From an optimization exercise on the open Yosys and OpenROAD flow, aimed at small area, a short achievable clock period and few clock cycles; shortcuts taken in it are not production practice.
Only simulation tests tie the RTL to the original design; equivalence was not proved.
Power figures rest on the tool's default switching activity, not on a simulated workload.

// qgk
module qgk (
    input  wire        clk,
    input  wire        rst,
    input  wire        reg_wr,
    input  wire [6:0]  reg_addr,
    input  wire [31:0] reg_wdata,
    output reg  [31:0] reg_rdata,
    output wire        busy,
    output reg         mem_req,
    output reg         mem_we,
    output reg  [31:0] mem_addr,
    output reg  [3:0]  mem_be,
    output reg  [31:0] mem_wdata,
    input  wire        mem_ready,
    input  wire [31:0] mem_rdata
);
Size: ~8800 cells after synthesis, ~180 I/O pins, about 0.091 mm² of cells after synthesis.
==> flow/config.mk <==
export PLATFORM = sky130hd
export DESIGN_NAME = qgk
export DESIGN_NICKNAME = qgk
export VERILOG_FILES = /design/flow/design.v
export SDC_FILE = /design/flow/constraint.sdc
export NUM_CORES = 8
export LEC_CHECK = 0
export CAP_MARGIN = 30
export CORE_MARGIN = 2
export CORE_UTILIZATION = 45
export CTS_CLUSTER_DIAMETER = 100
export CTS_CLUSTER_SIZE = 20
export SLEW_MARGIN = 30
==> flow/constraint.sdc <==
create_clock -name core_clock -period 16.0 [get_ports {clk}]
set_input_delay 3.2000 -clock core_clock [delete_from_list [all_inputs] [get_ports {clk}]]
set_output_delay 3.2000 -clock core_clock [all_outputs]
set_load 0.01 [all_outputs]
standard.sh (not shown) runs the stock make flow with config.mk's settings and CLKGATE_MAP_FILE= SYNTH_SCRIPT=/design/flow/synth_recipe.tcl, a recipe that flattens the netlist after the stock synthesis.
==> flow/flow/run.sh <==
#!/bin/bash
# The standard ORFS layout (standard synthesis, floorplan, placement, CTS,
# routing), with two changes: the port buffers are buf_4 cells rather than the
# default delay buffers, and ORFS's timing repair is asked to keep a setup
# margin of MARGIN ns at the design's clock period. The make output goes to
# standard_flow.log; ORFS keeps each step's log under orfs/logs/.
set -euo pipefail
MARGIN=7.6
bash standard.sh SETUP_SLACK_MARGIN=$MARGIN "BUFFER_PORTS_ARGS=-buffer_cell sky130_fd_sc_hd__buf_4" finish > standard_flow.log 2>&1
The baseline ran to the end with no violations.
Testbench counts at the start, summed over its fixed seeds: cycles 61,590.
Then changed:
--- a/flow/flow/run.sh
+++ b/flow/flow/run.sh
@@ -8 +8 @@
-MARGIN=7.6
+MARGIN=7.8
- CORE_UTILIZATION: 45 -> 55
What happened:
- The changed run ran to the end with no violations
- non-clock buffer count is higher by 67
- power climbs by 1.8%
- die area is lower by 18%
- fmax climbs by 2.0%
- wire length goes up by 3.6%
- clock-buffer cell count increases by 7
- utilization came out higher by 12 points
- synthesized area does not change
- combinational power came out higher by 6.2%
- via count rose by 3.7%
- setup slack improves by 0.17 ns
Then changed:
--- a/flow/flow/run.sh
+++ b/flow/flow/run.sh
@@ -8 +8 @@
-MARGIN=7.8
+MARGIN=7.6
- CAP_MARGIN: 30 -> 20
- SLEW_MARGIN: 30 -> 20
After rerunning: The new run finished but failed the layout checks on capacitance limit, slew limit. Power stays flat. Synthesized cell count is unchanged. Worst setup slack gains 0.056 ns. Register-to-register slack is worse by 0.16 ns. Combinational power is about the same. Non-clock buffer count drops by 58. Final area falls by about 1.5%. Critical path depth goes down by 2. Flip-flop and latch count does not change. Count of clock-buffer cells in the layout increases by 1. Clock skew climbs by 0.020 ns.

========
## v13
Another version of the RTL of qgk (not shown whole).
Size in the first run: about 8800 cells after synthesis, roughly 1300 flip-flops, about 180 I/O pins, roughly 0.091 mm2 of cells after synthesis.
export LEC_CHECK = 0
export CAP_MARGIN = 20
export CORE_MARGIN = 2
export CORE_UTILIZATION = 55
export CTS_CLUSTER_DIAMETER = 100
export CTS_CLUSTER_SIZE = 20
export SLEW_MARGIN = 20
create_clock -name core_clock -period 16.0 [get_ports {clk}]
==> flow/flow/run.sh <==
#!/bin/bash
# The standard ORFS layout (standard synthesis, floorplan, placement, CTS,
# routing), with ORFS's timing repair asked to keep a setup margin of
# MARGIN ns at the design's clock period. The make output goes to
# standard_flow.log; ORFS keeps each step's log under orfs/logs/.
set -euo pipefail
MARGIN=7.6
bash standard.sh SETUP_SLACK_MARGIN=$MARGIN finish > standard_flow.log 2>&1
v13: full flow OK, the timing, design-rule and antenna checks passed
Testbench counts of v13, summed over its fixed seeds: cycles 62,166.
Here is what was changed in the inputs of v43 compared with v13.
==> flow/flow/run.sh <==
#!/bin/bash
# The standard ORFS layout (standard synthesis, floorplan, placement, CTS,
# routing), with two changes: the port buffers are buf_4 cells rather than the
# default delay buffers, and ORFS's timing repair is asked to keep a setup
# margin of MARGIN ns at the design's clock period. The make output goes to
# standard_flow.log; ORFS keeps each step's log under orfs/logs/.
set -euo pipefail
MARGIN=8.0
bash standard.sh SETUP_SLACK_MARGIN=$MARGIN "BUFFER_PORTS_ARGS=-buffer_cell sky130_fd_sc_hd__buf_4" finish > standard_flow.log 2>&1
## What came out
- When v43 is measured against v13, its overall routed net length turns out 0.38% higher.
- Total non-filler cell area in the finished layout: v43 vs v13 — no meaningful difference
- v13 -> v43: die area delta 0, exact match
- Diff v13 -> v43 | number of non-clock buffers in the layout | decrease of about 0.6%
- Lower setup slack among v13 and v43: v13
> inputs changed (v43 -> v34)
--- a/flow/flow/run.sh
+++ b/flow/flow/run.sh
@@ -6,4 +6,4 @@
 # standard_flow.log; ORFS keeps each step's log under orfs/logs/.
 set -euo pipefail
-MARGIN=8.0
+MARGIN=7.6
 bash standard.sh SETUP_SLACK_MARGIN=$MARGIN "BUFFER_PORTS_ARGS=-buffer_cell sky130_fd_sc_hd__buf_4" finish > standard_flow.log 2>&1
--- a/flow/config.mk
+++ b/flow/config.mk
@@ -8,5 +8,5 @@
 export CAP_MARGIN = 20
 export CORE_MARGIN = 2
-export CORE_UTILIZATION = 55
+export CORE_UTILIZATION = 62
 export CTS_CLUSTER_DIAMETER = 100
 export CTS_CLUSTER_SIZE = 20
v34 vs. v43: global-route usage grew by 3.8 points; cell leakage power shrank by about 1.6%. [compare] base=v43 new=v34: data arrival time of the critical path flat; ratio of total power to cell area went up 1.6%; worst hold slack climbed 0.0059 ns; sequential power saw little to no change; part of the power in the clock network essentially unchanged. In v34, final design instance area without fill is lower than in v43. reg_addr[4] as the launching instance or port of the critical path was reported by v43, and reg_addr[3] by v34. Setup WNS v43 -> v34: better. Looking at v34 and v43, the maximum frequency is a wash.

==> static timing again, ports no longer ideal <==
How much do the figures lean on ideal ports? The routed layouts below were timed once more, with nothing changed but the port constraints.
Step 1 sets driving cells, clkbuf_16 on the clock port and buf_2 on the other inputs (assumed; they add their load-dependent delay and slew).
Step 2 times the ports against the registers' clock, not the clock port: input delays grow and output delays shrink by t, the midpoint of the rising clock arrivals with the driver on.
Three values: ideal, step 1, step 2; two values: the first two.
| run | shift t [ns] | setup WS [ns] | clock arrival spread, ns | pins driven straight from the clock port |
|---|---|---|---|---|
| the first run of note 1 | 0.850 | 7.150 / 7.086 / 7.086 | 0.072 / 0.072 | 1 |
| the second run of note 1 | 0.891 | 7.324 / 7.253 / 7.253 | 0.066 / 0.066 | 1 |
| the third run of note 1 | 0.869 | 7.380 / 7.329 / 7.329 | 0.084 / 0.084 | 1 |
| v13 | 0.832 | 7.237 / 7.177 / 6.932 | 0.080 / 0.080 | 1 |
| v43 | 0.846 | 7.293 / 7.089 / 7.089 | 0.042 / 0.042 | 1 |
| v34 | 0.825 | 7.303 / 7.134 / 6.941 | 0.071 / 0.071 | 1 |
The setup slack of v34, which loses most, moves by -0.169 ns with the drivers and by -0.362 ns with both steps.
